From an optimization exercise on the open Yosys and OpenROAD flow, aimed at small area, a short achievable clock period and few clock cycles; shortcuts taken in it are not production practice. In this exercise RTL edits were held to simulation tests only and were not proved equivalent to the original. Power figures rest on the tool's default switching activity, not on a simulated workload.

$ cat flow/config.mk
export PLATFORM = sky130hd
export DESIGN_NAME = intq_mm
export DESIGN_NICKNAME = intq_mm
export VERILOG_FILES = /design/flow/design.v
export SDC_FILE = /design/flow/constraint.sdc
export NUM_CORES = 4
export LEC_CHECK = 0
export CAP_MARGIN = 20
export CORE_MARGIN = 2
export CORE_UTILIZATION = 40
export PLACE_DENSITY = 0.6
export SLEW_MARGIN = 20
$ cat flow/constraint.sdc
create_clock -name core_clock -period 16.0 [get_ports {clk}]
set_input_delay 3.2000 -clock core_clock [delete_from_list [all_inputs] [get_ports {clk}]]
set_output_delay 3.2000 -clock core_clock [all_outputs]
set_load 0.01 [all_outputs]
$ cat flow/design.v
module intq_mm (
    input  wire        clk,
    input  wire        rst,           
    input  wire        start,
    input  wire [2:0]  mode,          
    input  wire [15:0] rows,
    input  wire [15:0] cols,
    input  wire [31:0] src0,          
    input  wire [31:0] src1,          
    input  wire [31:0] bias_base,     
    input  wire [31:0] out_base,      
    input  wire [31:0] thr_base,      
    input  wire [15:0] thr_stride,
    input  wire [7:0]  z_a,
    input  wire [7:0]  z_out,
    input  wire [31:0] fold_m,
    input  wire [7:0]  fold_n,
    output wire        busy,
    output reg         done,
    output wire [31:0] result,
    output wire        mem_req,
    output wire        mem_we,
    output wire [31:0] mem_addr,
    output wire [31:0] mem_wdata,
    output wire [3:0]  mem_wstrb,
    input  wire        mem_gnt,
    input  wire        mem_rvalid,
    input  wire [31:0] mem_rdata
);
    localparam [1:0] S_IDLE = 2'd0, S_SET = 2'd1, S_RUN = 2'd2;
    reg [1:0]  state;
    reg        pol, wb4, k2;
    reg [15:0] n_cols, n_rows;
    reg [7:0]  za;
    reg [3:0]  zo;
    reg [31:0] fm;
    reg [4:0]  n1s, n2s;           
    reg        rzero;              
    reg [17:0] tinc;               
    reg        h0a, h0b;           
    reg [1:0]  wdelta;             
    reg [1:0]  x0;                 
    wire [16:0] rb = wb4 ? ({1'b0, n_cols} + 17'd1) >> 1 : {1'b0, n_cols};    
    reg [31:2] wa0, wa1;           
    reg [31:0] rs1;                
    reg [31:2] sb0;                
    reg [31:2] bia;                
    reg [31:2] tw;                 
    reg        ht;                 
    reg [31:0] oa0, oa1;           
    assign result = oa1;           
    localparam [2:0] I_BIAS0 = 3'd0, I_BIAS1 = 3'd1, I_ACT0 = 3'd2, I_ACT1 = 3'd3, I_THR = 3'd4,
                     I_DONE = 3'd5;
    localparam [2:0] OP_BIAS = 3'd0, OP_WGT = 3'd1, OP_ACT0 = 3'd2, OP_ACT1 = 3'd3, OP_THR = 3'd4;
    localparam [2:0] P_WA0 = 3'd0, P_WA1 = 3'd1, P_ACT = 3'd2, P_BIA = 3'd3, P_TW = 3'd4,
                     P_TL = 3'd5, P_OA0 = 3'd6, P_OA1 = 3'd7;
    localparam TGW = 14;
    reg [2:0]  iph;
    reg [15:0] ir;                 
    reg [15:0] k;                  
    reg [2:0]  tk;                 
    reg        tl;                 
    reg [5:0]  wq0, wq1;           
    reg [1:0]  x1;                 
    reg        pht;                
    reg        swp;                
    reg        rq_claim;           
    reg [1:0]  wph;
    reg [7:0]  wb0, wb1;
    reg         pl_v, pl_we, pl_swp;
    reg [2:0]   pl_sel;
    reg [15:0]  pl_off;
    reg [TGW-1:0] pl_tag;
    reg [7:0]   pl_byte;
    reg        rq_v, rq_we;
    reg [31:2] rq_a;
    reg [3:0]  rq_strb;
    reg [7:0]  rq_byte;
    assign mem_req   = rq_v;
    assign mem_we    = rq_we;
    assign mem_addr  = {rq_a, 2'b00};
    assign mem_wdata = {4{rq_byte}};
    assign mem_wstrb = rq_strb;
    reg [TGW-1:0] tq [0:3];
    reg [1:0]  tq_wp, tq_rp;
    reg [2:0]  tq_n;
    reg [15:0] pr;                 
    wire       win8    = !wb4;
    wire [5:0] wq0p    = wq0 + 6'd1;
    wire [5:0] wq1p    = wq1 + 6'd1;
    wire       need_w0 = win8 ? (wq0p >= 6'd8) : (wq0p >= 6'd16);
    wire       need_w1 = win8 ? (wq1p >= 6'd8) : (wq1p >= 6'd16);
    wire [5:0] wstep   = win8 ? 6'd4 : 6'd8;
    wire [5:0] wq_init = win8 ? {4'b0010, x1} : {3'b010, x1, 1'b0};
    wire [1:0] x1n     = x1 + {rb[0], 1'b0};
    wire [15:0] k1     = k + 16'd1;
    wire [16:0] c2     = {k, 1'b0};
    wire [16:0] c2p    = {k1, 1'b0};
    wire        c_lt   = c2 < {1'b0, n_cols};
    wire        c_eq   = c2 == {1'b0, n_cols};
    wire        cp_lt  = c2p < {1'b0, n_cols};
    wire        cp_eq  = c2p == {1'b0, n_cols};
    wire        k0     = (k == 16'd0);
    wire        k_last = h0a ? !(cp_lt || cp_eq) : !cp_lt;
    wire [2:0]  nwl    = k2 ? 3'd1 : 3'd7;     
    wire        tk_last = (tk == nwl);
    wire [15:0] ir1    = ir + 16'd1;
    wire [15:0] ir2    = ir + 16'd2;
    wire        two    = (ir1 != n_rows);      
    wire        pair_last = !two || (ir2 == n_rows);
    wire [15:0] dofs   = ({1'b0, n_cols} + {16'd0, h0a}) >> 1;    
    wire        alo0 = !(k0 && h0a) && (c_lt || (h0a && c_eq));
    wire        ahi0 = h0a ? c_lt : (cp_lt || cp_eq);
    wire        alo1 = !(k0 && h0b) && (c_lt || (h0b && c_eq));
    wire        ahi1 = h0b ? c_lt : (cp_lt || cp_eq);
    wire [3:0]  pos00 = wq0[3:0] - {3'd0, h0a};
    wire [3:0]  pos01 = wq1[3:0] - {3'd0, h0a};
    wire [3:0]  pos10 = wq0[3:0] - {3'd0, h0b};
    wire [3:0]  pos11 = wq1[3:0] - {3'd0, h0b};
    wire [3:0]  tidx = {tk, 1'b0} - {3'd0, pht};
    wire [3:0]  tidh = {tk, 1'b1} - {3'd0, pht};
    wire        tvlo = !(tk == 3'd0 && pht) && (k2 ? tidx < 4'd3 : tidx < 4'd15);
    wire        tvhi = k2 ? tidh < 4'd3 : tidh < 4'd15;
    wire        thr_lane_last = (tl || !two);
    wire [15:0] thr_row = tl ? ir1 : ir;
    wire        row_end_ok = !rq_claim || pol;
    wire        rq_free = !rq_v || mem_gnt;
    wire        pl_take = pl_v && rq_free && (pl_we || tq_n != 3'd4);
    wire        pl_room = !pl_v || pl_take;
    reg         nx_v, nx_we;
    reg [2:0]   nx_sel;
    reg [15:0]  nx_off;
    reg [TGW-1:0] nx_tag;
    always @(*) begin
        nx_v   = 1'b0;
        nx_we  = 1'b0;
        nx_sel = P_WA0;
        nx_off = k;
        nx_tag = {OP_WGT, 11'd0};
        if (state == S_RUN) begin
            if (wph != 2'd0) begin
                nx_v = 1'b1; nx_we = 1'b1; nx_sel = (wph == 2'd1) ? P_OA0 : P_OA1;
            end else begin
                case (iph)
                    I_BIAS0: begin
                        nx_v   = (n_cols != 16'd0) || two || row_end_ok;
                        nx_sel = P_BIA;
                        nx_tag = {OP_BIAS, 1'b0, swp, 7'd0, two, n_cols == 16'd0 && !two};
                    end
                    I_BIAS1: begin
                        nx_v   = (n_cols != 16'd0) || row_end_ok;
                        nx_sel = P_BIA;
                        nx_tag = {OP_BIAS, 1'b1, 1'b0, 7'd0, 1'b1, n_cols == 16'd0};
                    end
                    I_ACT0: begin
                        nx_v = 1'b1;
                        if (need_w0) begin
                            nx_sel = P_WA0;
                            nx_tag = {OP_WGT, 1'b0, 10'd0};
                        end else if (need_w1 && two) begin
                            nx_sel = P_WA1;
                            nx_tag = {OP_WGT, 1'b1, 10'd0};
                        end else begin
                            nx_sel = P_ACT;
                            nx_tag = {OP_ACT0, pos00, pos01, alo0, ahi0, 1'b0};
                        end
                    end
                    I_ACT1: begin
                        nx_v   = !k_last || row_end_ok;
                        nx_sel = P_ACT;
                        nx_off = k + dofs;
                        nx_tag = {OP_ACT1, pos10, pos11, alo1, ahi1, k_last};
                    end
                    I_THR: begin
                        nx_v   = !(tk_last && thr_lane_last && pair_last) ||
                                 (pr == thr_row && wph == 2'd0);
                        nx_sel = tk_last ? P_TL : P_TW;
                        nx_tag = {OP_THR, tl, tk == 3'd0, 2'd0, tidx, tvlo, tvhi, tk_last};
                    end
                    default: ;
                endcase
            end
        end
    end
    wire        plan = pl_room && nx_v;
    reg  [31:0] ad_a, ad_b;
    always @(*) begin
        case (pl_sel)
            P_WA0:   begin ad_a = {wa0, 2'b00};    ad_b = 32'd4; end
            P_WA1:   begin ad_a = {wa1, 2'b00};    ad_b = 32'd4; end
            P_ACT:   begin ad_a = {sb0, 2'b00};    ad_b = {14'd0, pl_off, 2'b00}; end
            P_BIA:   begin ad_a = {bia, 2'b00};    ad_b = 32'd4; end
            P_TW:    begin ad_a = {tw, 2'b00};     ad_b = 32'd4; end
            P_TL:    begin ad_a = {tw, ht, 1'b0};  ad_b = {{14{tinc[17]}}, tinc}; end
            P_OA0:   begin ad_a = oa0;             ad_b = 32'd1; end
            default: begin ad_a = oa1;             ad_b = 32'd1; end
        endcase
        if (state == S_SET) begin
            ad_a = oa0;
            ad_b = k2 ? ({16'd0, n_rows} + 32'd3) >> 2 : ({16'd0, n_rows} + 32'd1) >> 1;
        end
    end
    wire [31:0] ad_sum  = ad_a + ad_b;
    wire [31:0] ad_addr = (pl_sel == P_ACT) ? ad_sum : ad_a;
    wire [31:0] rs1_sum = (state == S_SET) ? ({wa0, x0} + {15'd0, rb})
                                           : (rs1 + {14'd0, rb, 1'b0});
    wire [TGW-1:0] t0 = tq[tq_rp];
    wire [2:0]  t0_op  = t0[13:11];
    wire        t0_ln  = t0[10];
    wire        t0_swp = t0[9];
    wire        rv     = mem_rvalid && state == S_RUN;
    reg [47:0]  win0, win1;
    function [7:0] wsel;
        input [47:0] w;
        input [3:0]  p;
        input        nib;
        reg   [3:0]  n;
        reg   [2:0]  b;
        begin
            n = p - 4'd4;
            b = p[2:0] - 3'd2;
            wsel = nib ? {4'd0, w[{n, 2'b00} +: 4]} : w[{b, 3'b000} +: 8];
        end
    endfunction
    wire [3:0]  q0 = t0[10:7];
    wire [3:0]  q1 = t0[6:3];
    wire [7:0]  w0lo = wsel(win0, q0, wb4);
    wire [7:0]  w0hi = wsel(win0, q0 + 4'd1, wb4);
    wire [7:0]  w1lo = wsel(win1, q1, wb4);
    wire [7:0]  w1hi = wsel(win1, q1 + 4'd1, wb4);
    wire [8:0]  z0lo = t0[2] ? ({1'b0, w0lo} - {1'b0, za}) : 9'd0;
    wire [8:0]  z0hi = t0[1] ? ({1'b0, w0hi} - {1'b0, za}) : 9'd0;
    wire [8:0]  z1lo = t0[2] ? ({1'b0, w1lo} - {1'b0, za}) : 9'd0;
    wire [8:0]  z1hi = t0[1] ? ({1'b0, w1hi} - {1'b0, za}) : 9'd0;
    reg         v1;
    reg [TGW-1:0] t1;
    reg [31:0]  d1;
    reg [8:0]   wa_lo, wa_hi, wb_lo, wb_hi;
    wire [2:0]  op1  = t1[13:11];
    wire        act1 = (op1 == OP_ACT0 || op1 == OP_ACT1);
    wire signed [25:0] s_a = $signed(wa_lo) * $signed(d1[15:0]) + $signed(wa_hi) * $signed(d1[31:16]);
    wire signed [25:0] s_b = $signed(wb_lo) * $signed(d1[15:0]) + $signed(wb_hi) * $signed(d1[31:16]);
    reg         v2;
    reg [TGW-1:0] t2;
    reg [25:0]  sa2, sb2;
    wire [2:0]  op2   = t2[13:11];
    wire        ln2   = t2[10];
    wire        last2 = t2[0];
    wire [31:0] d2    = {sb2[15:0], sa2[15:0]};
    reg [31:0]  a00, a01, a10, a11;    
    reg         f0, f1;                
    reg [3:0]   lv0, lv1;
    reg         xfer;                  
    wire        j2 = (op2 == OP_ACT1);
    wire [31:0] a0n = (j2 ? a01 : a00) + {{6{sa2[25]}}, sa2};
    wire [31:0] a1n = (j2 ? a11 : a10) + {{6{sb2[25]}}, sb2};
    wire [3:0]  kmax = k2 ? 4'd3 : 4'd15;
    wire [3:0]  p2   = t2[6:3];
    wire [3:0]  p2h  = p2 + 4'd1;
    wire        vlo2 = t2[2];
    wire        vhi2 = t2[1];
    wire        frst = t2[9];
    wire [15:0] s0 = ln2 ? a10[15:0] : a00[15:0];
    wire [15:0] s1 = ln2 ? a11[15:0] : a01[15:0];
    wire        lt0_lo = $signed(s0) < $signed(d2[15:0]);
    wire        lt0_hi = $signed(s0) < $signed(d2[31:16]);
    wire        lt1_lo = $signed(s1) < $signed(d2[15:0]);
    wire        lt1_hi = $signed(s1) < $signed(d2[31:16]);
    reg  [3:0]  tl0, tl1;
    reg         tf0, tf1;
    always @(*) begin
        tl0 = frst ? kmax : lv0; tf0 = !frst && f0;
        if (!tf0 && vlo2 && lt0_lo) begin tl0 = p2; tf0 = 1'b1; end
        if (!tf0 && vhi2 && lt0_hi) begin tl0 = p2h; tf0 = 1'b1; end
        tl1 = frst ? kmax : lv1; tf1 = !frst && f1;
        if (!tf1 && vlo2 && lt1_lo) begin tl1 = p2; tf1 = 1'b1; end
        if (!tf1 && vhi2 && lt1_hi) begin tl1 = p2h; tf1 = 1'b1; end
    end
    wire        thr_ev = v2 && op2 == OP_THR && last2;
    localparam [2:0] R_IDLE = 3'd0, R_SHL = 3'd1, R_MUL = 3'd2, R_SHR = 3'd3, R_FIN = 3'd4, R_OUT = 3'd5;
    reg [2:0]   rph;
    reg [1:0]   rnum;              
    reg         rtwo;              
    reg [31:0]  rt;                
    reg [31:0]  rq1, rq2, rq3;     
    reg signed [32:0] rs;          
    reg [4:0]   rcnt;
    reg [3:0]   rl0, rl1;          
    wire [4:0]  rdig = {(rcnt[2:0] == 3'd7) ? rt[3] : 1'b0, rt[3:0]};
    wire signed [36:0] rprod = $signed(fm) * $signed(rdig);
    reg  signed [36:0] rp;         
    wire signed [36:0] rnext = ($signed({{4{rs[32]}}, rs}) + rp) >>> 4;
    wire [3:0]  rv4 = rs[32] ? 4'd0 :
                      (rs > $signed({29'd0, kmax})) ? kmax : rs[3:0];
    wire [3:0]  rlev0 = rv4 + zo;
    wire [2:0]  r_first = rzero ? R_FIN : (n1s != 5'd0) ? R_SHL : R_MUL;
    wire [4:0]  rcnt_dn = rcnt - (rcnt[4:2] != 3'd0 ? 5'd4 : 5'd1);
    wire [3:0]  rlev  = k2 ? {2'b00, rlev0[1:0]} : rlev0;
    reg [7:0]   pb0, pb1;
    wire [15:0] pr1 = pr + 16'd1;
    wire [1:0]  slot = k2 ? pr[1:0] : {1'b0, pr[0]};
    wire        pk_full = (k2 ? (slot == 2'd3) : (slot == 2'd1)) || (pr1 == n_rows);
    wire        rq_ev_ok = (rph == R_OUT) && !(pk_full && wph != 2'd0);
    wire        pk_ev = thr_ev || rq_ev_ok;
    wire [3:0]  pl0 = pol ? tl0 : rl0;
    wire [3:0]  pl1 = pol ? tl1 : rl1;
    wire [2:0]  sh  = k2 ? {slot, 1'b0} : {slot[0], 2'b00};
    wire [7:0]  nb0 = (slot == 2'd0 ? 8'd0 : pb0) | ({4'd0, pl0} << sh);
    wire [7:0]  nb1 = (slot == 2'd0 ? 8'd0 : pb1) | ({4'd0, pl1} << sh);
    assign busy = (state != S_IDLE);
    wire all_done = (iph == I_DONE) && (pr == n_rows) && (wph == 2'd0) && !pl_v && !rq_v;
    always @(posedge clk) begin
        done <= 1'b0;
        case (state)
            S_IDLE: begin
                pol    <= mode[0];
                wb4    <= mode[1];
                k2     <= mode[2];
                n_rows <= rows;
                n_cols <= cols;
                za     <= z_a;
                zo     <= z_out[3:0];
                fm     <= fold_m;
                n1s    <= fold_n[7] ? 5'd0 - fold_n[4:0] : 5'd0;
                n2s    <= fold_n[7] ? 5'd0 : fold_n[4:0];
                rzero  <= (fold_n[7] && (fold_n <= 8'hE0)) || (!fold_n[7] && (fold_n >= 8'd32)) ||
                          (fold_m == 32'd0);
                tinc   <= {1'b0, (thr_stride != 16'd0) ? thr_stride : (mode[2] ? 16'd3 : 16'd15), 1'b0}
                          - (mode[2] ? 18'd4 : 18'd28);
                h0a    <= src1[1];
                h0b    <= src1[1] ^ cols[0];
                wdelta <= (cols[0] ? (mode[1] ? 2'd0 : 2'd3) : (src1[1] ? 2'd2 : 2'd0));
                wa0    <= src0[31:2];
                x0     <= src0[1:0];
                wq0    <= mode[1] ? {3'b010, src0[1:0], 1'b0} : {4'b0010, src0[1:0]};
                sb0    <= src1[31:2];
                bia    <= bias_base[31:2];
                tw     <= thr_base[31:2];
                ht     <= thr_base[1];
                pht    <= thr_base[1];
                oa0    <= out_base;
                oa1    <= out_base;
                ir     <= 16'd0;
                k      <= 16'd0;
                tk     <= 3'd0;
                tl     <= 1'b0;
                swp    <= 1'b0;
                pr     <= 16'd0;
                iph    <= I_BIAS0;
                if (start && rows == 16'd0) begin
                    done <= 1'b1;
                end else if (start) begin
                    state <= S_SET;
                end
            end
            S_SET: begin
                oa1   <= ad_sum;
                rs1   <= rs1_sum;
                wa1   <= rs1_sum[31:2];
                x1    <= rs1_sum[1:0];
                wq1   <= win8 ? {4'b0010, rs1_sum[1:0]} : {3'b010, rs1_sum[1:0], 1'b0};
                state <= S_RUN;
            end
            S_RUN: if (all_done) begin
                state <= S_IDLE;
                done  <= 1'b1;
            end
            default: state <= S_IDLE;
        endcase
        if (rq_free) rq_v <= 1'b0;
        if (pl_take) begin
            rq_v    <= 1'b1;
            rq_we   <= pl_we;
            rq_a    <= ad_addr[31:2];
            rq_strb <= pl_we ? (4'b0001 << ad_a[1:0]) : 4'b0000;
            rq_byte <= pl_byte;
            case (pl_sel)
                P_WA0: wa0 <= ad_sum[31:2];
                P_WA1: wa1 <= ad_sum[31:2];
                P_BIA: bia <= ad_sum[31:2];
                P_TW:  tw  <= ad_sum[31:2];
                P_TL:  begin tw <= ad_sum[31:2]; ht <= ad_sum[1]; end
                P_OA0: oa0 <= ad_sum;
                P_OA1: oa1 <= ad_sum;
                default: ;
            endcase
            if (pl_swp) begin
                wa0 <= wa1;
                rs1 <= rs1_sum;
                wa1 <= rs1_sum[31:2];
            end
            if (!pl_we) begin
                tq[tq_wp] <= pl_tag;
                tq_wp <= tq_wp + 2'd1;
            end
        end
        if (pl_take) pl_v <= 1'b0;
        tq_n <= tq_n + ((pl_take && !pl_we) ? 3'd1 : 3'd0) - (rv ? 3'd1 : 3'd0);
        if (rv) tq_rp <= tq_rp + 2'd1;
        if (plan) begin
            pl_v    <= 1'b1;
            pl_we   <= nx_we;
            pl_sel  <= nx_sel;
            pl_off  <= nx_off;
            pl_tag  <= nx_tag;
            pl_byte <= (wph == 2'd1) ? wb0 : wb1;
            pl_swp  <= !nx_we && iph == I_BIAS0 && swp;
            if (nx_we) begin
                wph <= (wph == 2'd1) ? 2'd2 : 2'd0;
            end else begin
                case (iph)
                    I_BIAS0: begin
                        swp <= 1'b0;
                        if (two) iph <= I_BIAS1;
                        else if (n_cols != 16'd0) iph <= I_ACT0;
                        else if (pol) iph <= I_THR;
                        else begin
                            rq_claim <= 1'b1;
                            iph <= I_DONE;
                        end
                    end
                    I_BIAS1: begin
                        if (n_cols != 16'd0) iph <= I_ACT0;
                        else if (pol) iph <= I_THR;
                        else begin
                            rq_claim <= 1'b1;
                            ir  <= ir2;
                            swp <= 1'b1;
                            x1  <= x1n;
                            wq0 <= wq1;
                            wq1 <= win8 ? {4'b0010, x1n} : {3'b010, x1n, 1'b0};
                            iph <= pair_last ? I_DONE : I_BIAS0;
                        end
                    end
                    I_ACT0: begin
                        if (need_w0)           wq0 <= wq0 - wstep;
                        else if (need_w1 && two) wq1 <= wq1 - wstep;
                        else                   iph <= I_ACT1;
                    end
                    I_ACT1: begin
                        if (k_last) begin
                            k   <= 16'd0;
                            if (pol) begin
                                iph <= I_THR;
                                wq0 <= wq0 + 6'd2 + {{4{wdelta[1]}}, wdelta};
                                wq1 <= wq1 + 6'd2 + {{4{wdelta[1]}}, wdelta};
                            end else begin
                                rq_claim <= 1'b1;
                                ir  <= ir2;
                                swp <= 1'b1;
                                x1  <= x1n;
                                wq0 <= wq1 + 6'd2 + {{4{wdelta[1]}}, wdelta};
                                wq1 <= win8 ? {4'b0010, x1n} : {3'b010, x1n, 1'b0};
                                iph <= pair_last ? I_DONE : I_BIAS0;
                            end
                        end else begin
                            k   <= k1;
                            wq0 <= wq0 + 6'd2;
                            wq1 <= wq1 + 6'd2;
                            iph <= I_ACT0;
                        end
                    end
                    I_THR: begin
                        if (tk_last) begin
                            tk  <= 3'd0;
                            pht <= pht ^ tinc[1];
                            if (!thr_lane_last) tl <= 1'b1;
                            else begin
                                tl  <= 1'b0;
                                ir  <= ir2;
                                swp <= 1'b1;
                                x1  <= x1n;
                                wq0 <= wq1;
                                wq1 <= win8 ? {4'b0010, x1n} : {3'b010, x1n, 1'b0};
                                iph <= pair_last ? I_DONE : I_BIAS0;
                            end
                        end else begin
                            tk <= tk + 3'd1;
                        end
                    end
                    default: ;
                endcase
            end
        end
        v1 <= rv && t0_op != OP_WGT;
        t1 <= t0;
        d1 <= mem_rdata;
        wa_lo <= z0lo;
        wa_hi <= z0hi;
        wb_lo <= z1lo;
        wb_hi <= z1hi;
        if (rv && t0_op == OP_WGT) begin
            if (t0_ln) win1 <= {mem_rdata, win1[47:32]};
            else       win0 <= {mem_rdata, win0[47:32]};
        end
        if (rv && t0_op == OP_BIAS && t0_swp) win0 <= win1;
        v2  <= v1;
        t2  <= t1;
        sa2 <= act1 ? s_a : {10'd0, d1[15:0]};
        sb2 <= act1 ? s_b : {10'd0, d1[31:16]};
        xfer <= v2 && last2 && (op2 == OP_BIAS || op2 == OP_ACT1) && !pol;
        if (v2) begin
            case (op2)
                OP_BIAS: begin
                    if (ln2) begin a10 <= d2; a11 <= d2; end
                    else     begin a00 <= d2; a01 <= d2; end
                end
                OP_ACT0: begin a00 <= a0n; a10 <= a1n; end
                OP_ACT1: begin a01 <= a0n; a11 <= a1n; end
                OP_THR: begin
                    lv0 <= tl0; f0 <= tf0;
                    lv1 <= tl1; f1 <= tf1;
                end
                default: ;
            endcase
        end
        case (rph)
            R_IDLE: if (xfer) begin
                rt   <= a00;
                rq1  <= a01;
                rq2  <= a10;
                rq3  <= a11;
                rtwo <= (pr1 != n_rows);
                rnum <= 2'd0;
                rs   <= 33'd0;
                rcnt <= n1s;
                rph  <= r_first;
            end
            R_SHL: begin
                rcnt <= rcnt_dn;
                rt   <= rcnt[4:2] != 3'd0 ? {rt[27:0], 4'd0} : {rt[30:0], 1'b0};
                if (rcnt_dn == 5'd0) rph <= R_MUL;
            end
            R_MUL: begin
                rp   <= rprod;
                if (rcnt != 5'd0) rs <= rnext[32:0];
                rt   <= {4'd0, rt[31:4]};
                rcnt <= rcnt + 5'd1;
                if (rcnt[3]) begin
                    rcnt <= n2s;
                    rph  <= (n2s != 5'd0) ? R_SHR : R_FIN;
                end
            end
            R_SHR: begin
                rcnt <= rcnt_dn;
                rs   <= rcnt[4:2] != 3'd0 ? rs >>> 4 : rs >>> 1;
                if (rcnt_dn == 5'd0) rph <= R_FIN;
            end
            R_FIN: begin
                rs   <= 33'd0;
                rcnt <= n1s;
                if (!rnum[0]) rl0 <= rlev;
                else          rl1 <= rlev;
                rt   <= rq1;
                rq1  <= rq2;
                rq2  <= rq3;
                rnum <= rnum + 2'd1;
                rph  <= rnum[0] ? R_OUT : r_first;
            end
            R_OUT: if (rq_ev_ok) begin
                if (rnum == 2'd2 && rtwo) begin
                    rph <= r_first;
                end else begin
                    rph      <= R_IDLE;
                    rq_claim <= 1'b0;
                end
            end
            default: rph <= R_IDLE;
        endcase
        if (pk_ev) begin
            pr <= pr1;
            if (pk_full) begin
                wb0 <= nb0;
                wb1 <= nb1;
                wph <= 2'd1;
            end else begin
                pb0 <= nb0;
                pb1 <= nb1;
            end
        end
        if (rst) begin
            state <= S_IDLE;
            done  <= 1'b0;
            rq_v  <= 1'b0;
            pl_v  <= 1'b0;
            tq_wp <= 2'd0;
            tq_rp <= 2'd0;
            tq_n  <= 3'd0;
            v1    <= 1'b0;
            v2    <= 1'b0;
            xfer  <= 1'b0;
            rph   <= R_IDLE;
            wph   <= 2'd0;
            iph   <= I_DONE;
            rq_claim <= 1'b0;
        end
    end
endmodule
$ cat flow/run.sh
#!/bin/bash
# synth_recipe.tcl (not shown) runs the flow's synth.tcl, then flattens the netlist and writes it again
# the make line also repeats each setting of config.mk as NAME=value (left out here)
make -C /OpenROAD-flow-scripts/flow DESIGN_CONFIG=/design/flow/config.mk WORK_HOME=/design/flow/orfs CLKGATE_MAP_FILE= SYNTH_SCRIPT=/design/flow/synth_recipe.tcl finish
==> results of run 1 <==
[state kept, by name, summed over array words and instances, names as in the netlist, 31 cells and up, named ones only]
signal,flops
d1,32
rq2,32
a11,32
rp,37
rs,33
rq3,32
fm,32
a00,32
rs1,31
a01,32
a10,32
rt,32
tq,56
rq1,32
win1,48
oa0,32
oa1,32
win0,48
[path summary, 6_finish.rpt]
check	slack [ps]	end	start
max reg2reg	8010	sa2[25]	d1[4]
min reg2reg	320	t2[9]	t1[9]
min	320	t2[9]	t1[9]
max	8010	sa2[25]	d1[4]
[cell type report]
type / count / area share, %
clock buffer: 175 / 3.52
antenna: 14 / 0.0319
clock inverter: 94 / 0.970
sequential: 1219 / 29.4
timing repair buffer: 547 / 4.65
multi-input combinational: 7838 / 54.8
inverter: 891 / 3.05
tap: 3202 / 3.64
[worst max-delay path, cell delays in order (launching register included)]
cell	delay [ps]
dfxtp_1	1000
nand2_1	170
fa_1	530
fa_1	560
inv_1	60
fa_1	490
fa_1	570
fa_1	440
fa_1	510
fa_1	420
ha_1	340
nand2_1	90
o21ai_1	80
o41a_1	380
a41o_1	280
o41ai_1	690
o2111ai_1	300
a211o_1	390
a221oi_1	320
xnor2_1	160
nor2_1	60
[metrics by stage]
stage | instances | instance area (µm²) | util [%] | power, mW | hold slack [ps]
after global placement | 13697 | 105000 | 43.1 | 19.2 | 314
after global routing | 13972 | 110000 | 45.1 | 25.4 | 329
final | 13980 | 110000 | 45.2 | 23.3 | 325
after floorplan | 10526 | 98000 | - | 15.0 | 310
after detailed placement | 13697 | 105000 | 43.1 | 19.6 | 312
after CTS | 13966 | 110000 | 45.1 | 23.2 | 323
[kinds of logic (layout without fill, tap and decap cells)]
logic type               after synthesis  count (layout)  share of synthesized area, %
adder cells (fa/ha/maj)             1316            1316                          22.1
XOR/XNOR                             515             515                          4.62
buffers and inverters               1469            1707                          5.85
other                                  1              16                       0.00383
multiplexers                         335             335                          4.44
AND/OR/NAND/NOR                     3513            3513                          16.2
flip-flops                          1219            1219                          33.0
AO/OA/AOI/OAI                       2157            2157                          13.9
[synthesized netlist by cell type (16+ instances only)]
cell type,count,area share [%]
nor2_1,605,2.3
nor2b_1,61,0.39
o21ai_0,507,2.6
edfxtp_1,787,24
or2_2,47,0.30
a31oi_1,159,1.0
a211o_1,23,0.21
o21a_1,57,0.44
dfxtp_1,432,8.8
a2111oi_0,18,0.16
nand3_1,149,0.76
a22o_1,29,0.26
a221oi_1,23,0.21
inv_1,882,3.4
o31ai_1,28,0.21
nor3_1,158,0.81
clkbuf_1,461,1.8
a211oi_1,51,0.39
a21o_1,162,1.2
nand4_1,50,0.32
o21bai_1,43,0.33
a22oi_1,70,0.54
a21oi_1,562,2.9
o211ai_1,34,0.26
a31o_2,16,0.14
ha_1,632,8.1
fa_1,684,14
nand2b_1,92,0.59
nand2_1,1779,6.8
mux2i_1,134,1.4
xor2_1,197,1.8
and2_1,306,2.0
nor4_1,43,0.27
o22ai_1,167,1.1
xnor2_1,316,2.8
mux4_2,66,1.5
or3_1,55,0.35
mux2_2,135,1.6
buf_1,46,0.18
and3_1,78,0.50
a221o_1,24,0.25
buf_4,42,0.32
buf_2,25,0.13
[power by group]
group | switching (mW) | internal [mW] | leakage, nW
registers | 0.497 | 3.74 | 10.9
clock network | 1.51 | 1.93 | 2.38
logic | 9.15 | 6.48 | 33.2
total | 11.2 | 12.1 | 46.5
[metal layers]
| metal | wire length (µm) | global-route usage [%] |
|---|---|---|
| met1 | 150000 | 38.3 |
| met2 | 143000 | 38.9 |
| met3 | 29900 | 5.02 |
| met4 | 11400 | 8.57 |
| met5 | 85 | 0 |
==> run notes, run 1 <==
TritonRoute pass-1 iters: 9
Hold Buf Count CTS: 0
Maximum vdd ir drop: 0.849 mV
Final wirelength: 334000 µm
Power Dens Cells: 212 nW/µm²
Grt ovf: 0
Synth Warn #: 1
# setup viols final: 0
Initial core utilization: 40.2%
Leading cell types in the layout, fill and taps excluded: 1774 x nand2_1, 880 x inv_1, 787 x edfxtp_1, 684 x fa_1, 632 x ha_1
CTS tree: yes
I/O Buffers: 397
Layout area overhead: 12.2%
Worst setup EP type: register
Final Hold Viols: 0
Cts repair resizes: 0
Most common cell after layout, fill and taps aside: nand2_1
Core region area: 243000 µm²
Setup_tns: 0 ps
Die area: 249000 µm²
RSZ-0062 raised after global routing: no
Register area share after synthesis: 33.0%
Cell Area, Synth: 98000 µm²
Clock Tree Buf Depth: 3
Slew HR: 19.3%
Async SR Flop Fraction: 0%
Path category of the worst min-delay check: reg -> reg
First-pass GRT wire length: 500000 µm
Share of layout cells above drive strength 1: 6.88%
DP Wirelength: 251000 µm
Fill count: 23054
Die Span Y: 499 µm
Num CTS Buffers: 145
LEAKAGE: 46.5 nW
Clock root cell: clkbuf_16
Tmin final: 7990 ps
Gpl congestion: 0.976
Drt via density: 5.76
Number of global-route vias before repair: 78724
Reg area: 32300 µm²
Fin crit share: 50.0%
GRT Overall Usage: 26.3%
Initial DRC count: 8089
Final WS setup: 8010 ps
CP Launch Type: register
Fin Clk Skew: 53.7 ps
Clock latency (worst-skew pair): 840 ps
H-tree level count: 4
Die Span X: 499 µm
Worst-path maximum fanout: 19
Total Nets Final: 12262
Req. time, crit path: 16690 ps
Slew Viols, Final: 0
Synth cell types: 111
Site row count: 181
Register bit total from synthesis: 1219
Arrival time at the worst endpoint: 8690 ps
Vias post-DR: 80521
Avg Cell Area, Syn: 9.31 µm²
Max Cap Violations: 0
Worst Reg-to-Reg Cells: 20
Final ANT Viol Nets: 0
Clk slew on worst S/H paths: 70 ps
Largest net degree at the start of global routing: 144
Post-CTS setup buffer count: 0
I/O pins: 408
EDFF count, synth: 787
Fmax: 0.125 GHz
Pre-CTS setup slack: 7970 ps
Clock tree sinks: 1219
Worst-Margin Slew: 1210 ps
Drt drc: 0
Worst Setup Path Type: reg -> reg
Status: timing/DRC/antenna clean
Multi-input gate area: 60200 µm²
Synth Flop Type: edfxtp_1
Worst Hold Depth: 0
DR WL/cell: 23.9 µm
Syn Inst Count: 10525
Initial antenna violation count: 34
Testbench counts, summed over its fixed seeds: cycles 75,596.
==> run 2: changes to the inputs <==
--- a/flow/design.v
+++ b/flow/design.v
@@ -42,2 +42,4 @@
     reg [1:0]  x0;                 
+    wire [2:0]  cols1 = cols[2:0] + 3'd1;
+    wire [1:0]  x1rb  = mode[1] ? cols1[2:1] : cols[1:0];        
     wire [16:0] rb = wb4 ? ({1'b0, n_cols} + 17'd1) >> 1 : {1'b0, n_cols};    
@@ -50,2 +52,4 @@
     reg [31:0] oa0, oa1;           
+    reg [15:0] pinc;               
+    reg        rfirst;             
     assign result = oa1;           
@@ -60,2 +64,7 @@
     reg [15:0] k;                  
+    reg [15:0] kr;                 
+    reg        kz;                 
+    reg [15:0] klast;              
+    reg [15:0] dofs;               
+    reg [15:0] rr;                 
     reg [2:0]  tk;                 
@@ -75,2 +84,6 @@
     reg        rq_v, rq_we;
+    reg        sk_v, sk_we;        
+    reg [31:2] sk_a;
+    reg [3:0]  sk_strb;
+    reg [7:0]  sk_byte;
     reg [31:2] rq_a;
@@ -96,21 +109,12 @@
     wire [15:0] k1     = k + 16'd1;
-    wire [16:0] c2     = {k, 1'b0};
-    wire [16:0] c2p    = {k1, 1'b0};
-    wire        c_lt   = c2 < {1'b0, n_cols};
-    wire        c_eq   = c2 == {1'b0, n_cols};
-    wire        cp_lt  = c2p < {1'b0, n_cols};
-    wire        cp_eq  = c2p == {1'b0, n_cols};
-    wire        k0     = (k == 16'd0);
-    wire        k_last = h0a ? !(cp_lt || cp_eq) : !cp_lt;
+    wire        k_last = (kr == 16'd0);
     wire [2:0]  nwl    = k2 ? 3'd1 : 3'd7;     
     wire        tk_last = (tk == nwl);
-    wire [15:0] ir1    = ir + 16'd1;
-    wire [15:0] ir2    = ir + 16'd2;
-    wire        two    = (ir1 != n_rows);      
-    wire        pair_last = !two || (ir2 == n_rows);
-    wire [15:0] dofs   = ({1'b0, n_cols} + {16'd0, h0a}) >> 1;    
-    wire        alo0 = !(k0 && h0a) && (c_lt || (h0a && c_eq));
-    wire        ahi0 = h0a ? c_lt : (cp_lt || cp_eq);
-    wire        alo1 = !(k0 && h0b) && (c_lt || (h0b && c_eq));
-    wire        ahi1 = h0b ? c_lt : (cp_lt || cp_eq);
+    wire [15:0] ir2    = {ir[15:1] + 15'd1, 1'b0};
+    wire        two    = (rr != 16'd1);        
+    wire        pair_last = (rr[15:2] == 14'd0) && (rr[1:0] != 2'd3);
+    wire        alo0 = !(kz && h0a);
+    wire        ahi0 = !(k_last && (n_cols[0] ^ h0a));
+    wire        alo1 = !(kz && h0b);
+    wire        ahi1 = !(k_last && (n_cols[0] ^ h0b));
     wire [3:0]  pos00 = wq0[3:0] - {3'd0, h0a};
@@ -124,6 +128,6 @@
     wire        thr_lane_last = (tl || !two);
-    wire [15:0] thr_row = tl ? ir1 : ir;
+    wire [15:0] thr_row = {ir[15:1], tl};
     wire        row_end_ok = !rq_claim || pol;
     wire        rq_free = !rq_v || mem_gnt;
-    wire        pl_take = pl_v && rq_free && (pl_we || tq_n != 3'd4);
+    wire        pl_take = pl_v && !sk_v && (pl_we || tq_n != 3'd4);
     wire        pl_room = !pl_v || pl_take;
@@ -195,8 +199,4 @@
             P_OA0:   begin ad_a = oa0;             ad_b = 32'd1; end
-            default: begin ad_a = oa1;             ad_b = 32'd1; end
+            default: begin ad_a = oa1;             ad_b = {16'd0, pinc}; end
         endcase
-        if (state == S_SET) begin
-            ad_a = oa0;
-            ad_b = k2 ? ({16'd0, n_rows} + 32'd3) >> 2 : ({16'd0, n_rows} + 32'd1) >> 1;
-        end
     end
@@ -204,4 +204,3 @@
     wire [31:0] ad_addr = (pl_sel == P_ACT) ? ad_sum : ad_a;
-    wire [31:0] rs1_sum = (state == S_SET) ? ({wa0, x0} + {15'd0, rb})
-                                           : (rs1 + {14'd0, rb, 1'b0});
+    wire [31:0] rs1_sum = rs1 + (rfirst ? {15'd0, rb} : {14'd0, rb, 1'b0});
     wire [TGW-1:0] t0 = tq[tq_rp];
@@ -240,7 +239,9 @@
     wire        act1 = (op1 == OP_ACT0 || op1 == OP_ACT1);
-    wire signed [25:0] s_a = $signed(wa_lo) * $signed(d1[15:0]) + $signed(wa_hi) * $signed(d1[31:16]);
-    wire signed [25:0] s_b = $signed(wb_lo) * $signed(d1[15:0]) + $signed(wb_hi) * $signed(d1[31:16]);
+    wire signed [24:0] pal = $signed(wa_lo) * $signed(d1[15:0]);
+    wire signed [24:0] pah = $signed(wa_hi) * $signed(d1[31:16]);
+    wire signed [24:0] pbl = $signed(wb_lo) * $signed(d1[15:0]);
+    wire signed [24:0] pbh = $signed(wb_hi) * $signed(d1[31:16]);
     reg         v2;
     reg [TGW-1:0] t2;
-    reg [25:0]  sa2, sb2;
+    reg [24:0]  pal2, pah2, pbl2, pbh2;
     wire [2:0]  op2   = t2[13:11];
@@ -248,3 +249,3 @@
     wire        last2 = t2[0];
-    wire [31:0] d2    = {sb2[15:0], sa2[15:0]};
+    wire [31:0] d2    = {pah2[15:0], pal2[15:0]};
     reg [31:0]  a00, a01, a10, a11;    
@@ -254,4 +255,4 @@
     wire        j2 = (op2 == OP_ACT1);
-    wire [31:0] a0n = (j2 ? a01 : a00) + {{6{sa2[25]}}, sa2};
-    wire [31:0] a1n = (j2 ? a11 : a10) + {{6{sb2[25]}}, sb2};
+    wire [31:0] a0n = (j2 ? a01 : a00) + {{7{pal2[24]}}, pal2} + {{7{pah2[24]}}, pah2};
+    wire [31:0] a1n = (j2 ? a11 : a10) + {{7{pbl2[24]}}, pbl2} + {{7{pbh2[24]}}, pbh2};
     wire [3:0]  kmax = k2 ? 4'd3 : 4'd15;
@@ -309,4 +310,5 @@
     wire [7:0]  nb1 = (slot == 2'd0 ? 8'd0 : pb1) | ({4'd0, pl1} << sh);
-    assign busy = (state != S_IDLE);
-    wire all_done = (iph == I_DONE) && (pr == n_rows) && (wph == 2'd0) && !pl_v && !rq_v;
+    reg         busy_r;
+    assign busy = busy_r;
+    wire all_done = (iph == I_DONE) && (pr == n_rows) && (wph == 2'd0) && !pl_v && !sk_v && !rq_v;
     always @(posedge clk) begin
@@ -327,4 +329,9 @@
                           (fold_m == 32'd0);
-                tinc   <= {1'b0, (thr_stride != 16'd0) ? thr_stride : (mode[2] ? 16'd3 : 16'd15), 1'b0}
-                          - (mode[2] ? 18'd4 : 18'd28);
+                tinc   <= {1'b0, (thr_stride != 16'd0) ? thr_stride : (mode[2] ? 16'd3 : 16'd15), 1'b0};
+                pinc   <= mode[2] ? ({1'b0, rows} + 17'd3) >> 2 : ({1'b0, rows} + 17'd1) >> 1;
+                pl_sel <= P_OA1;
+                rs1    <= src0;
+                rfirst <= 1'b1;
+                x1     <= src0[1:0] + x1rb;
+                wq1    <= mode[1] ? {3'b010, src0[1:0] + x1rb, 1'b0} : {4'b0010, src0[1:0] + x1rb};
                 h0a    <= src1[1];
@@ -344,5 +351,7 @@
                 k      <= 16'd0;
+                kz     <= 1'b1;
+                rr     <= rows;
                 tk     <= 3'd0;
                 tl     <= 1'b0;
-                swp    <= 1'b0;
+                swp    <= 1'b1;
                 pr     <= 16'd0;
@@ -352,3 +361,4 @@
                 end else if (start) begin
-                    state <= S_SET;
+                    state  <= S_SET;
+                    busy_r <= 1'b1;
                 end
@@ -356,7 +366,8 @@
             S_SET: begin
+                klast <= ({1'b0, n_cols} + {16'd0, h0a} - 17'd1) >> 1;
+                kr    <= ({1'b0, n_cols} + {16'd0, h0a} - 17'd1) >> 1;
+                dofs  <= ({1'b0, n_cols} + {16'd0, h0a}) >> 1;
                 oa1   <= ad_sum;
-                rs1   <= rs1_sum;
-                wa1   <= rs1_sum[31:2];
-                x1    <= rs1_sum[1:0];
-                wq1   <= win8 ? {4'b0010, rs1_sum[1:0]} : {3'b010, rs1_sum[1:0], 1'b0};
+                pinc  <= 16'd1;
+                tinc  <= tinc - (k2 ? 18'd4 : 18'd28);
                 state <= S_RUN;
@@ -364,4 +375,5 @@
             S_RUN: if (all_done) begin
-                state <= S_IDLE;
-                done  <= 1'b1;
+                state  <= S_IDLE;
+                busy_r <= 1'b0;
+                done   <= 1'b1;
             end
@@ -369,9 +381,19 @@
         endcase
-        if (rq_free) rq_v <= 1'b0;
         if (pl_take) begin
-            rq_v    <= 1'b1;
-            rq_we   <= pl_we;
-            rq_a    <= ad_addr[31:2];
-            rq_strb <= pl_we ? (4'b0001 << ad_a[1:0]) : 4'b0000;
-            rq_byte <= pl_byte;
+            sk_we   <= pl_we;
+            sk_a    <= ad_addr[31:2];
+            sk_strb <= pl_we ? (4'b0001 << ad_a[1:0]) : 4'b0000;
+            sk_byte <= pl_byte;
+        end
+        if (rq_free) begin
+            rq_v    <= sk_v || pl_take;
+            rq_we   <= sk_v ? sk_we   : pl_we;
+            rq_a    <= sk_v ? sk_a    : ad_addr[31:2];
+            rq_strb <= sk_v ? sk_strb : (pl_we ? (4'b0001 << ad_a[1:0]) : 4'b0000);
+            rq_byte <= sk_v ? sk_byte : pl_byte;
+            sk_v    <= 1'b0;
+        end else if (pl_take) begin
+            sk_v    <= 1'b1;
+        end
+        if (pl_take) begin
             case (pl_sel)
@@ -387,3 +409,4 @@
             if (pl_swp) begin
-                wa0 <= wa1;
+                if (!rfirst) wa0 <= wa1;
+                rfirst <= 1'b0;
                 rs1 <= rs1_sum;
@@ -427,2 +450,3 @@
                             ir  <= ir2;
+                            rr  <= rr - 16'd2;
                             swp <= 1'b1;
@@ -442,2 +466,4 @@
                             k   <= 16'd0;
+                            kz  <= 1'b1;
+                            kr  <= klast;
                             if (pol) begin
@@ -449,2 +475,3 @@
                                 ir  <= ir2;
+                                rr  <= rr - 16'd2;
                                 swp <= 1'b1;
@@ -457,2 +484,4 @@
                             k   <= k1;
+                            kz  <= 1'b0;
+                            kr  <= kr - 16'd1;
                             wq0 <= wq0 + 6'd2;
@@ -470,2 +499,3 @@
                                 ir  <= ir2;
+                                rr  <= rr - 16'd2;
                                 swp <= 1'b1;
@@ -498,4 +528,6 @@
         t2  <= t1;
-        sa2 <= act1 ? s_a : {10'd0, d1[15:0]};
-        sb2 <= act1 ? s_b : {10'd0, d1[31:16]};
+        pal2 <= act1 ? pal : {9'd0, d1[15:0]};
+        pah2 <= act1 ? pah : {9'd0, d1[31:16]};
+        pbl2 <= pbl;
+        pbh2 <= pbh;
         xfer <= v2 && last2 && (op2 == OP_BIAS || op2 == OP_ACT1) && !pol;
@@ -582,4 +614,6 @@
             state <= S_IDLE;
+            busy_r <= 1'b0;
             done  <= 1'b0;
             rq_v  <= 1'b0;
+            sk_v  <= 1'b0;
             pl_v  <= 1'b0;
==> run 2 against run 1 <==
Synthesized cell count shrank 0.15%. Synthesized area rose by 4.7%. Register-to-register slack better by 1100 ps. Via count grew 0.40%. Worst setup slack better by 1100 ps. Final cell count grew 1.4%. Critical endpoint is now rq_a[29]. Highest routed layer unchanged.
==> run notes, run 2 <==
Number of global-route vias before repair: 78994
Clk slew on worst S/H paths: 60 ps
Top Layer Used: met5
Synth Warn #: 1
Initial antenna violation count: 41
Avg Cell Area, Syn: 9.76 µm²
Fmax: 0.145 GHz
Leading cell types in the layout, fill and taps excluded: 1348 x nand2_1, 906 x edfxtp_1, 818 x inv_1, 652 x fa_1, 628 x nor2_1
CP max stage delay: 960 ps
LEAKAGE: 47.1 nW
Grt ovf: 0
Most common cell after layout, fill and taps aside: nand2_1
Top cells by area, synth: edfxtp_1 27%, fa_1 13%, dfxtp_1 9.5%, ha_1 7.4%, nand2_1 4.9%
Final wirelength: 329000 µm
Slowest CP cell: a311oi_2
Final Hold Viols: 0
Syn Inst Count: 10509
Power Total: 23.7 mW
Req. time, crit path: 16600 ps
TritonRoute pass-1 iters: 6
Internal Power: 12.8 mW
Top-area cell type share of the netlist area: 26.5%
Net Switching: 10.9 mW
Final ANT Viol Nets: 0
Worst path cell trace: buf_4 -> buf_4 -> nand2_1 -> nor2_1 -> nand2_1 -> a21oi_1 -> ha_1 -> nand3_1 -> nor2_1 -> a211oi_2 -> a211o_1 -> nand3_1 -> and2_1 -> a311oi_2 -> o21ai_0 -> mux2_2
WHS: 324 ps
Vias post-DR: 80840
Status: timing/DRC/antenna clean
Setup_tns: 0 ps
Initial core utilization: 40.3%
Reg2reg setup slack: 9110 ps
Fin Clk Skew: 104 ps
DP Wirelength: 245000 µm
Layout area overhead: 12.3%
CP top delay family: compound AO/OA/AOI/OAI gates
Maximum vdd ir drop: 0.217 mV
EDFF count, synth: 906
Share of layout cells above drive strength 1: 7.02%
Worst Setup Path Type: reg -> reg
Reg with most FFs: tq
Max reg flops: 56
GRT Overall Usage: 24.7%
Synth Area in XOR/XNOR: 3.88%
Initial DRC count: 8685
Path category of the worst min-delay check: reg -> reg
Drt via density: 5.70
Worst Reg-to-Reg Cells: 16
# setup viols final: 0
Levels on crit path: 16
I/O Buffers: 397
Die Span Y: 510 µm
Simple-Gate Fraction of Synth Area: 15.5%
Pre-CTS setup slack: 9350 ps
Sw Ratio: 45.9%
Cts repair resizes: 0
Clock latency (worst-skew pair): 890 ps
Drt drc: 0
Register area share after synthesis: 36.0%
Tmin final: 6890 ps
Async SR Flop Fraction: 0%
Adder-Cell Fraction of Synth Area: 20.1%
Post-synthesis mux area share: 5.89%
Slew Viols, Final: 0
Die Span X: 510 µm
Biggest regs: tq (56), win0 (48), win1 (48)
Site row count: 185
Register bit total from synthesis: 1392
Slew HR: 19.5%
Clk pwr share: 16.2%
Worst-path maximum fanout: 44
Worst-Margin Slew: 1200 ps
Worst Hold Depth: 0
CTS tree: yes
Met1 wire length: 149000 µm
First-pass GRT wire length: 493000 µm
Synth cell types: 105
Met3 routed WL: 28300 µm
Compound-Gate Fraction of Synth Area: 13.5%
Largest family of logic cells by synthesized area: adder cells
Cell taking the most area after synthesis: edfxtp_1
DR WL/cell: 23.2 µm
Final WS setup: 9110 ps
Total Nets Final: 12223
Fin crit share: 43.1%
Synth Flop Type: edfxtp_1
CP Buf/Inv Count: 2
Max Cap Violations: 0
Cell Area, Synth: 103000 µm²
Hold Buf Count CTS: 0
Post-CTS setup buffer count: 0
Gpl congestion: 0.936
Largest net degree at the start of global routing: 110
Most frequent cell after synthesis: nand2_1
Num CTS Buffers: 166
Combinational share of power: 61.1%
I/O pins: 408
Fill count: 23871
Power Dens Cells: 205 nW/µm²
Clock tree sinks: 1392
RSZ-0062 raised after global routing: no
Reg power frac: 22.7%
WL met2: 142000 µm
Clock root cell: clkbuf_16
Arrival time at the worst endpoint: 7490 ps
Core region area: 255000 µm²
Clock Tree Buf Depth: 4
CP Launch Type: register
Worst setup EP type: register
H-tree level count: 4
Commonest cells in the netlist: 1350 x nand2_1, 906 x edfxtp_1, 819 x inv_1
Die area: 261000 µm²
==> run 2: cells by family (layout without fill, tap and decap cells) <==
kind of cell / after synthesis / after routing
AOI/OAI and AO/OA: 2202 / 2202
xor gates and xnor gates: 454 / 454
adders and majority gates: 1255 / 1255
buffers and inverters: 1376 / 1658
DFF: 1392 / 1392
muxes: 487 / 487
other: 1 / 23
and+or+nand+nor: 3342 / 3342
==> run 2: cell type report <==
class	count	area, µm²	share of cell area, %
Antenna cell	21	52.6	0.0456
Clock buffer	215	4540	3.94
Clock inverter	81	815	0.707
Inverter	826	3110	2.70
Multi-Input combinational cell	7742	60500	52.5
Sequential cell	1392	36900	32.1
Tap cell	3366	4210	3.66
Timing Repair Buffer	536	5010	4.35
==> run 2: per-layer routing <==
layer / global-route usage [%] / vias to the layer above
li1: - / 37078
met1: 36.1 / 40083
met2: 36.9 / 3169
met3: 4.57 / 488
met4: 7.41 / 22
met5: 0 / -
==> run 2: final timing paths <==
| check | startpoint | to |
|---|---|---|
| min | t1[5] | t2[5] |
| max | pl_sel[0] | rq_a[29] |
| max reg2reg | pl_sel[0] | rq_a[29] |
| min reg2reg | t1[5] | t2[5] |
==> run 2: stage by stage <==
stage / util, % / instance area, µm² / cells
after detailed placement: 43.1 / 110000 / 13862
after floorplan: - / 103000 / 10510
after global placement: 43.1 / 110000 / 13862
after global routing: 45.2 / 115000 / 14168
after CTS: 45.2 / 115000 / 14158
final: 45.2 / 115000 / 14179
==> run 2: power by group through the flow <==
stage / clock network (mW) / registers (mW) / logic (mW)
2_1_floorplan: 0 / 5.06 / 10.3
3_3_place_gp: 0 / 5.42 / 14.0
3_5_place_dp: 0 / 5.43 / 14.2
4_1_cts: 3.89 / 5.36 / 14.4
5_1_grt: 4.03 / 5.43 / 16.2
6_report: 3.83 / 5.38 / 14.4
Testbench counts of run 2, summed over its fixed seeds: cycles 75,596.
==> run 3: changes to the inputs <==
--- a/flow/design.v
+++ b/flow/design.v
@@ -68,2 +68,3 @@
     reg [15:0] dofs;               
+    reg [15:0] kd;                 
     reg [15:0] rr;                 
@@ -80,3 +81,3 @@
     reg [2:0]   pl_sel;
-    reg [15:0]  pl_off;
+    reg [31:2]  pl_aa;             
     reg [TGW-1:0] pl_tag;
@@ -135,3 +136,3 @@
     reg [2:0]   nx_sel;
-    reg [15:0]  nx_off;
+    wire [31:2] nx_aa = sb0 + {14'd0, (iph == I_ACT1) ? kd : k};
     reg [TGW-1:0] nx_tag;
@@ -141,3 +142,2 @@
         nx_sel = P_WA0;
-        nx_off = k;
         nx_tag = {OP_WGT, 11'd0};
@@ -174,3 +174,2 @@
                         nx_sel = P_ACT;
-                        nx_off = k + dofs;
                         nx_tag = {OP_ACT1, pos10, pos11, alo1, ahi1, k_last};
@@ -194,3 +193,3 @@
             P_WA1:   begin ad_a = {wa1, 2'b00};    ad_b = 32'd4; end
-            P_ACT:   begin ad_a = {sb0, 2'b00};    ad_b = {14'd0, pl_off, 2'b00}; end
+            P_ACT:   begin ad_a = {pl_aa, 2'b00};  ad_b = 32'd0; end
             P_BIA:   begin ad_a = {bia, 2'b00};    ad_b = 32'd4; end
@@ -203,3 +202,3 @@
     wire [31:0] ad_sum  = ad_a + ad_b;
-    wire [31:0] ad_addr = (pl_sel == P_ACT) ? ad_sum : ad_a;
+    wire [31:0] ad_addr = ad_a;
     wire [31:0] rs1_sum = rs1 + (rfirst ? {15'd0, rb} : {14'd0, rb, 1'b0});
@@ -239,9 +238,69 @@
     wire        act1 = (op1 == OP_ACT0 || op1 == OP_ACT1);
-    wire signed [24:0] pal = $signed(wa_lo) * $signed(d1[15:0]);
-    wire signed [24:0] pah = $signed(wa_hi) * $signed(d1[31:16]);
-    wire signed [24:0] pbl = $signed(wb_lo) * $signed(d1[15:0]);
-    wire signed [24:0] pbh = $signed(wb_hi) * $signed(d1[31:16]);
+    function [63:0] mac2cs;
+        input [8:0]  x0, x1;
+        input [15:0] a0, a1;
+        reg   [31:0] v0, v1, v2, v3, v4, v5, v6, v7, v8, v9, v10, v11, v12, v13, v14, v15, v16, v17, v18;
+        reg   [31:0] s0, c0, s1, c1, s2, c2, s3, c3, s4, c4, s5, c5, s6, c6, s7, c7, s8, c8, s9, c9, s10, c10, s11, c11, s12, c12, s13, c13, s14, c14, s15, c15, s16, c16;
+        begin
+            v0 = {16'd0, ({16{x0[0]}} & a0) ^ 16'h8000} << 0;
+            v1 = {16'd0, ({16{x0[1]}} & a0) ^ 16'h8000} << 1;
+            v2 = {16'd0, ({16{x0[2]}} & a0) ^ 16'h8000} << 2;
+            v3 = {16'd0, ({16{x0[3]}} & a0) ^ 16'h8000} << 3;
+            v4 = {16'd0, ({16{x0[4]}} & a0) ^ 16'h8000} << 4;
+            v5 = {16'd0, ({16{x0[5]}} & a0) ^ 16'h8000} << 5;
+            v6 = {16'd0, ({16{x0[6]}} & a0) ^ 16'h8000} << 6;
+            v7 = {16'd0, ({16{x0[7]}} & a0) ^ 16'h8000} << 7;
+            v8 = {16'd0, ({16{x0[8]}} & a0) ^ 16'h7fff} << 8;
+            v9 = {16'd0, ({16{x1[0]}} & a1) ^ 16'h8000} << 0;
+            v10 = {16'd0, ({16{x1[1]}} & a1) ^ 16'h8000} << 1;
+            v11 = {16'd0, ({16{x1[2]}} & a1) ^ 16'h8000} << 2;
+            v12 = {16'd0, ({16{x1[3]}} & a1) ^ 16'h8000} << 3;
+            v13 = {16'd0, ({16{x1[4]}} & a1) ^ 16'h8000} << 4;
+            v14 = {16'd0, ({16{x1[5]}} & a1) ^ 16'h8000} << 5;
+            v15 = {16'd0, ({16{x1[6]}} & a1) ^ 16'h8000} << 6;
+            v16 = {16'd0, ({16{x1[7]}} & a1) ^ 16'h8000} << 7;
+            v17 = {16'd0, ({16{x1[8]}} & a1) ^ 16'h7fff} << 8;
+            v18 = 32'hfe01_0200;    
+            s0 = v0 ^ v1 ^ v2;
+            c0 = ((v0 & v1) | (v0 & v2) | (v1 & v2)) << 1;
+            s1 = v3 ^ v4 ^ v5;
+            c1 = ((v3 & v4) | (v3 & v5) | (v4 & v5)) << 1;
+            s2 = v6 ^ v7 ^ v8;
+            c2 = ((v6 & v7) | (v6 & v8) | (v7 & v8)) << 1;
+            s3 = v9 ^ v10 ^ v11;
+            c3 = ((v9 & v10) | (v9 & v11) | (v10 & v11)) << 1;
+            s4 = v12 ^ v13 ^ v14;
+            c4 = ((v12 & v13) | (v12 & v14) | (v13 & v14)) << 1;
+            s5 = v15 ^ v16 ^ v17;
+            c5 = ((v15 & v16) | (v15 & v17) | (v16 & v17)) << 1;
+            s6 = s0 ^ c0 ^ s1;
+            c6 = ((s0 & c0) | (s0 & s1) | (c0 & s1)) << 1;
+            s7 = c1 ^ s2 ^ c2;
+            c7 = ((c1 & s2) | (c1 & c2) | (s2 & c2)) << 1;
+            s8 = s3 ^ c3 ^ s4;
+            c8 = ((s3 & c3) | (s3 & s4) | (c3 & s4)) << 1;
+            s9 = c4 ^ s5 ^ c5;
+            c9 = ((c4 & s5) | (c4 & c5) | (s5 & c5)) << 1;
+            s10 = s6 ^ c6 ^ s7;
+            c10 = ((s6 & c6) | (s6 & s7) | (c6 & s7)) << 1;
+            s11 = c7 ^ s8 ^ c8;
+            c11 = ((c7 & s8) | (c7 & c8) | (s8 & c8)) << 1;
+            s12 = s9 ^ c9 ^ v18;
+            c12 = ((s9 & c9) | (s9 & v18) | (c9 & v18)) << 1;
+            s13 = s10 ^ c10 ^ s11;
+            c13 = ((s10 & c10) | (s10 & s11) | (c10 & s11)) << 1;
+            s14 = c11 ^ s12 ^ c12;
+            c14 = ((c11 & s12) | (c11 & c12) | (s12 & c12)) << 1;
+            s15 = s13 ^ c13 ^ s14;
+            c15 = ((s13 & c13) | (s13 & s14) | (c13 & s14)) << 1;
+            s16 = s15 ^ c15 ^ c14;
+            c16 = ((s15 & c15) | (s15 & c14) | (c15 & c14)) << 1;
+            mac2cs = {s16, c16};
+        end
+    endfunction
+    wire [63:0] csa = mac2cs(wa_lo, wa_hi, d1[15:0], d1[31:16]);
+    wire [63:0] csb = mac2cs(wb_lo, wb_hi, d1[15:0], d1[31:16]);
     reg         v2;
     reg [TGW-1:0] t2;
-    reg [24:0]  pal2, pah2, pbl2, pbh2;
+    reg [31:0]  sa_s, sa_c, sb_s, sb_c;    
     wire [2:0]  op2   = t2[13:11];
@@ -249,3 +308,3 @@
     wire        last2 = t2[0];
-    wire [31:0] d2    = {pah2[15:0], pal2[15:0]};
+    wire [31:0] d2    = {sb_s[15:0], sa_s[15:0]};
     reg [31:0]  a00, a01, a10, a11;    
@@ -255,4 +314,4 @@
     wire        j2 = (op2 == OP_ACT1);
-    wire [31:0] a0n = (j2 ? a01 : a00) + {{7{pal2[24]}}, pal2} + {{7{pah2[24]}}, pah2};
-    wire [31:0] a1n = (j2 ? a11 : a10) + {{7{pbl2[24]}}, pbl2} + {{7{pbh2[24]}}, pbh2};
+    wire [31:0] a0n = (j2 ? a01 : a00) + sa_s + sa_c;
+    wire [31:0] a1n = (j2 ? a11 : a10) + sb_s + sb_c;
     wire [3:0]  kmax = k2 ? 4'd3 : 4'd15;
@@ -369,2 +428,3 @@
                 dofs  <= ({1'b0, n_cols} + {16'd0, h0a}) >> 1;
+                kd    <= ({1'b0, n_cols} + {16'd0, h0a}) >> 1;
                 oa1   <= ad_sum;
@@ -426,3 +486,3 @@
             pl_sel  <= nx_sel;
-            pl_off  <= nx_off;
+            pl_aa   <= nx_aa;
             pl_tag  <= nx_tag;
@@ -466,2 +526,3 @@
                             k   <= 16'd0;
+                            kd  <= dofs;
                             kz  <= 1'b1;
@@ -484,2 +545,3 @@
                             k   <= k1;
+                            kd  <= kd + 16'd1;
                             kz  <= 1'b0;
@@ -528,6 +590,6 @@
         t2  <= t1;
-        pal2 <= act1 ? pal : {9'd0, d1[15:0]};
-        pah2 <= act1 ? pah : {9'd0, d1[31:16]};
-        pbl2 <= pbl;
-        pbh2 <= pbh;
+        sa_s <= act1 ? csa[63:32] : {16'd0, d1[15:0]};
+        sa_c <= act1 ? csa[31:0]  : 32'd0;
+        sb_s <= act1 ? csb[63:32] : {16'd0, d1[31:16]};
+        sb_c <= act1 ? csb[31:0]  : 32'd0;
         xfer <= v2 && last2 && (op2 == OP_BIAS || op2 == OP_ACT1) && !pol;
==> run 3 against run 2 <==
Sequential power fell by 1%. Still clean. Clock power grew 4%. Fmax increased by 10%. Clock-buffer cell count rose by 2. Combinational power down about 20%. Clock skew down 45 ps.
==> run notes, run 3 <==
Avg Cell Area, Syn: 9.78 µm²
Worst path cell trace: nand3b_1 -> buf_4 -> buf_4 -> nand2_1 -> nand2_1 -> fa_1 -> ha_1 -> and3_1 -> a221oi_1 -> o21ai_0 -> a211o_1 -> a311oi_1 -> o41ai_1 -> a21oi_1 -> xnor2_1 -> a21oi_1
Slowest CP cell: nand3b_1
I/O pins: 408
Total Nets Final: 11901
Req. time, crit path: 16560 ps
Fin crit share: 39.0%
Max Cap Violations: 0
Cts repair resizes: 0
DR WL/cell: 22.5 µm
Top cells by area, synth: edfxtp_1 28%, fa_1 13%, dfxtp_1 10%, ha_1 6.9%, nand2_1 5.8%
Worst Setup Path Type: reg -> reg
DP Wirelength: 234000 µm
Num CTS Buffers: 166
CP Launch Point: t2[12]
Number of global-route vias before repair: 76105
Power Dens Cells: 183 nW/µm²
EDFF count, synth: 920
Register bit total from synthesis: 1423
GRT Overall Usage: 23.9%
Largest net degree at the start of global routing: 93
Clk slew on worst S/H paths: 60 ps
Status: timing/DRC/antenna clean
Grt ovf: 0
Initial DRC count: 7836
Worst-path maximum fanout: 69
Path category of the worst min-delay check: reg -> reg
CTS tree: yes
Clock tree sinks: 1423
Drt via density: 5.60
Maximum vdd ir drop: 0.246 mV
Slew Viols, Final: 0
Die Span Y: 505 µm
Most frequent cell after synthesis: nand2_1
Site row count: 183
LEAKAGE: 46.3 nW
CP Launch Type: register
Top-area cell type share of the netlist area: 27.5%
CP max stage delay: 710 ps
Initial antenna violation count: 24
Tmin final: 6240 ps
Fin Clk Skew: 59.0 ps
Core region area: 249000 µm²
Synth Warn #: 1
Syn Inst Count: 10262
Fmax: 0.160 GHz
Arrival time at the worst endpoint: 6800 ps
Commonest cells in the netlist: 1540 x nand2_1, 920 x edfxtp_1, 892 x inv_1
Initial core utilization: 40.3%
First-pass GRT wire length: 473000 µm
Max reg flops: 56
Biggest regs: tq (56), win0 (48), win1 (48)
Cell Area, Synth: 100000 µm²
Reg with most FFs: tq
RSZ-0062 raised after global routing: no
Layout area overhead: 12.8%
Hold Buf Count CTS: 0
Die area: 255000 µm²
TritonRoute pass-1 iters: 6
Final Hold Viols: 0
Vias post-DR: 77740
Clock Tree Buf Depth: 3
I/O Buffers: 397
Async SR Flop Fraction: 0%
R2r startpoint: t2[12]
Setup_tns: 0 ps
Clock root cell: clkbuf_16
Cell taking the most area after synthesis: edfxtp_1
Most common cell after layout, fill and taps aside: nand2_1
Post-CTS setup buffer count: 0
Worst-Margin Slew: 1240 ps
Final wirelength: 313000 µm
Clock latency (worst-skew pair): 860 ps
Leading cell types in the layout, fill and taps excluded: 1536 x nand2_1, 920 x edfxtp_1, 888 x inv_1, 642 x fa_1, 623 x and2_1
Synth Flop Type: edfxtp_1
Worst hold start: t1[6]
# setup viols final: 0
Slew HR: 17.2%
Share of layout cells above drive strength 1: 7.20%
Synth cell types: 98
Die Span X: 505 µm
Drt drc: 0
Gpl congestion: 0.931
Register area share after synthesis: 37.6%
Power Total: 20.7 mW
Final ANT Viol Nets: 0
Worst setup EP type: register
H-tree level count: 4
-- run 3: changes by cell type after synthesis, moves of 47 or more --
cell      previous run  this run
nand2_1           1350      1540
nor2_1             633       518
and2_1             517       623
inv_1              819       892
a211oi_1           149        93
ha_1               603       551
o21a_1              83        36
-- run 3: through the flow --
stage	area [µm²]	hold WS [ps]	setup slack, ps	util, %	instances
CTS	113000	298	9660	45.4	13875
detailed placement	107000	312	9690	43.1	13564
global route	113000	316	9380	45.4	13886
global placement	107000	311	9770	43.1	13564
finish	113000	299	9760	45.4	13891
floorplan	100000	310	8630	-	10263
-- run 3: layout make-up --
| cell class | instances | area (µm²) |
|---|---|---|
| diodes | 14 | 35.0 |
| clock buffers | 217 | 4640 |
| clock inverters | 94 | 1100 |
| fillers | 23427 | 136000 |
| inverters | 897 | 3380 |
| multi-input cells | 7397 | 57300 |
| flip-flops and latches | 1423 | 37700 |
| well taps | 3330 | 4170 |
| repair buffers | 519 | 4890 |
-- run 3: worst max-delay path, delay by kind of cell (launching register included) --
kind | cells | cell delay [ps]
AO/OA/AOI/OAI | 7 | 2040
XOR/XNOR | 1 | 160
adder cells (fa/ha/maj) | 2 | 800
buffers and inverters | 2 | 1290
flip-flops | 1 | 390
AND/OR/NAND/NOR | 4 | 1160
-- run 3: logic make-up (layout without fill, tap and decap cells) --
logic type                 Yosys count  count (layout)  share of synthesized area [%]
AOI/OAI and AO/OA                 1939            1939                           12.1
xor gates and xnor gates           433             433                           3.78
adders and majority gates         1193            1193                           19.7
buffers and inverters             1443            1727                           5.55
DFF                               1423            1423                           37.6
muxes                              456             456                           5.57
other                                1              16                        0.00374
and+or+nand+nor                   3374            3374                           15.8
-- run 3: power breakdown --
group / leakage, nW / internal [mW] / switching [mW]
registers: 12.8 / 4.59 / 0.713
logic: 30.8 / 4.71 / 6.74
clock network: 2.75 / 2.28 / 1.70
total: 46.3 / 11.6 / 9.15
-- run 3: final timing paths --
check / to / cells past startpoint / slack (ps)
max: a01[31] / 16 / 9760
min: t2[6] / 0 / 300
max reg2reg: a01[31] / 16 / 9760
min reg2reg: t2[6] / 0 / 300
-- run 3: per-layer routing --
layer,track usage [%],share of wire [%],up-vias
met2,36.5,44,3039
li1,-,-,35583
met3,3.89,7.8,441
met4,6.39,2.4,6
met5,0,0.012,-
met1,35.0,45,38671
Testbench counts of run 3, summed over its fixed seeds: cycles 75,596.

==> separate check: timing with driven ports <==
The flow's constraints put no driver on any port. The routed layouts listed below were extracted and timed again, unchanged, in two steps.
Step 1 assumes that a clkbuf_16 drives the clock port and a buf_2 every other input.
Step 2 adds t to the input delays and takes it off the output delays; t is the mean of the earliest and latest rising clock arrival at the registers after step 1. Input paths then give back, and output paths get back, about the clock's delay inside the block.
Three values: ideal, step 1, step 2; two values: the first two.
| run | shift t [ns] | slack for setup (ns) | worst setup path after step 2 | worst register clock-pin slew, ns |
|---|---|---|---|---|
| run 1 | 0.912 | 8.007 / 8.007 / 8.007 | register to register | 0.07 / 0.07 |
| run 2 | 0.932 | 9.106 / 9.106 / 9.106 | register to register | 0.07 / 0.07 |
| run 3 | 0.924 | 9.761 / 9.761 / 9.761 | register to register | 0.07 / 0.07 |
After both steps every run listed still meets setup and hold.
